Context: an optimization exercise on an open-source flow, tuned for small area, a short achievable clock period and few clock cycles. The choices shown serve that exercise and are no tape-out recipe.
Function was checked by simulation only, so behaviour that the tests miss may differ from the original.
No activity file was given, so power comes from the tool's default toggle rates.

red:
==> flow/design.v (excerpt) <==
module prc (
    input  wire         clk,
    input  wire         rst,
    input  wire         req_valid,
    output wire         req_ready,
    input  wire [1:0]   req_op,
    input  wire [2:0]   req_reg,
    input  wire [127:0] req_wdata,
    output reg          rsp_valid,
    output wire [127:0] rsp_rdata
);
For scale: roughly 360 flip-flops, roughly 0.034 sq mm of cells after synthesis.
Settings: LEC_CHECK=0, ABC_AREA=1, CAP_MARGIN=20, CORE_MARGIN=2, CORE_UTILIZATION=40, SLEW_MARGIN=20; clock period 12.0 ns.
standard.sh (not shown) runs the stock make flow with config.mk's settings and CLKGATE_MAP_FILE= SYNTH_SCRIPT=/design/flow/synth_recipe.tcl, a recipe that flattens the netlist after the stock synthesis.
==> flow/flow/run.sh <==
#!/bin/bash
# The standard layout flow (the standard.sh, unchanged synthesis), with
# two placement/repair settings changed:
#  - every port still gets a buffer, but a plain buf_1 that repair can size,
#    instead of the default slow delay cell;
#  - repair_timing is asked to keep extra setup slack so that it works on
#    paths well below the 12 ns clock.
# Each ORFS step's full log is under orfs/logs/; standard.sh's own output is
# in standard.log.
set -euo pipefail
export BUFFER_PORTS_ARGS="-buffer_cell sky130_fd_sc_hd__buf_1"
export SETUP_SLACK_MARGIN=7.5
bash standard.sh > standard.log 2>&1
Testbench counts of red, summed over its fixed seeds: cycles 13,797.
Input-level comparison between blue and red:
- removing ABC_AREA (formerly 1)
==> comparison <==
Between red and blue, the flow reports area of the core increasing by a little under 10%. The final weighted congestion in routability-driven placement of blue falls short of that of red by 0.0066. Compared with red, in blue number of clock buffers inserted by TritonCTS higher, number of fill cells flat, final clock period utilization by the worst path shows a reduction of 0.32 points, fraction of area in registers went down 1.4 points, worst setup slack now sits higher.
For green, these inputs were changed with respect to blue:
- ABC_AREA newly set to 1
diff --git a/flow/flow/run.sh b/flow/flow/run.sh
--- a/flow/flow/run.sh
+++ b/flow/flow/run.sh
@@ -11,3 +11,3 @@
 export BUFFER_PORTS_ARGS="-buffer_cell sky130_fd_sc_hd__buf_1"
-export SETUP_SLACK_MARGIN=7.5
+export SETUP_SLACK_MARGIN=7.7
 bash standard.sh > standard.log 2>&1
[summary]
On aggregate global-route resource usage, the lower figure sits with green, not blue.
Compared with blue, green shows a lower final wirelength.
green vs. blue: worst setup slack +0.13 ns, proportion of final cell area spent on non-clock buffers -1.4 points, core utilization +0.81 points, number of clock sinks ~0 delta.
Status: total power parity (green, blue)
When green is measured against blue, its fmax turns out about 3% higher.
The smallest hold slack was comparable across blue and green.
Higher portion of netlist area occupied by mux cells among blue and green: blue

* * *

oak:
Starting RTL as in the previous note.
clock: 12.0 ns
lec_check: 0
cap_margin: 20
core_margin: 2
core_utilization: 50
slew_margin: 20
==> flow/flow/run.sh <==
#!/bin/bash
# The standard layout flow (the standard.sh, unchanged synthesis), with
# two placement/repair settings changed:
#  - every port still gets a buffer, but a plain buf_1 that repair can size,
#    instead of the default slow delay cell;
#  - repair_timing is asked to keep extra setup slack so that it works on
#    paths well below the 12 ns clock.
# Each ORFS step's full log is under orfs/logs/; standard.sh's own output is
# in standard.log.
set -euo pipefail
export BUFFER_PORTS_ARGS="-buffer_cell sky130_fd_sc_hd__buf_1"
export SETUP_SLACK_MARGIN=7.5
bash standard.sh > standard.log 2>&1
Testbench counts of oak, summed over its fixed seeds: cycles 13,797.
The inputs of pine differ from those of oak as listed below.
diff --git a/flow/config.mk b/flow/config.mk
--- a/flow/config.mk
+++ b/flow/config.mk
@@ -7,5 +7,7 @@
 export LEC_CHECK = 0
+export ABC_AREA = 1
 export CAP_MARGIN = 20
 export CORE_MARGIN = 2
-export CORE_UTILIZATION = 50
+export CORE_UTILIZATION = 40
 export SLEW_MARGIN = 20
+export TNS_END_PERCENT = 30
[summary]
Relative to oak, maximum number of pins on one net before global-route repair increased by about 46% in pine. The post-place instance area in pine sits 0.0017 mm2 below the value recorded for oak. The cell area after synthesis of pine is lower than that of oak. pine does worse than oak on minimum setup slack in the final design. In pine, the finished layout cell area came out 5.3% below the value in oak. Comparing pine and oak, the lower overall power was measured on oak. Number of nets at the end of the flow delta for pine relative to oak: 17% higher. Final critical path time including I/O delays and setup (pine over oak): increase, 150 ps. Compared to oak, pine was floorplanned on a bigger die.

-- re-timing with driven ports --
The flow's constraints put no driver on any port. The routed layouts listed below were extracted and timed again, unchanged, in two steps. Step 1 (the two cells are an assumption about what drives the block):
set clk [get_ports {clk}]
set_driving_cell -lib_cell sky130_fd_sc_hd__clkbuf_16 $clk
set_driving_cell -lib_cell sky130_fd_sc_hd__buf_2 [delete_from_list [all_inputs] $clk]
Step 2, shift: input delay + t, output delay - t, t = (earliest + latest rising clock arrival at the registers) / 2. This alone moves slack from input paths to output paths. Three values: ideal ports, drivers, drivers and shift; two values: the first two.
run	shift t [ns]	setup WS [ns]	clock arrival spread, ns
red	0.666	7.474 / 7.409 / 7.090	0.068 / 0.068
blue	0.698	7.513 / 7.441 / 6.925	0.029 / 0.029
green	0.667	7.639 / 7.621 / 7.302	0.025 / 0.025
oak	0.663	7.469 / 7.414 / 6.994	0.044 / 0.045
pine	0.668	7.323 / 7.258 / 7.095	0.072 / 0.072
After both steps every run listed still meets setup and hold. For blue, which loses most, drivers alone change the setup slack by -0.072 ns; drivers and shift together by -0.588 ns.
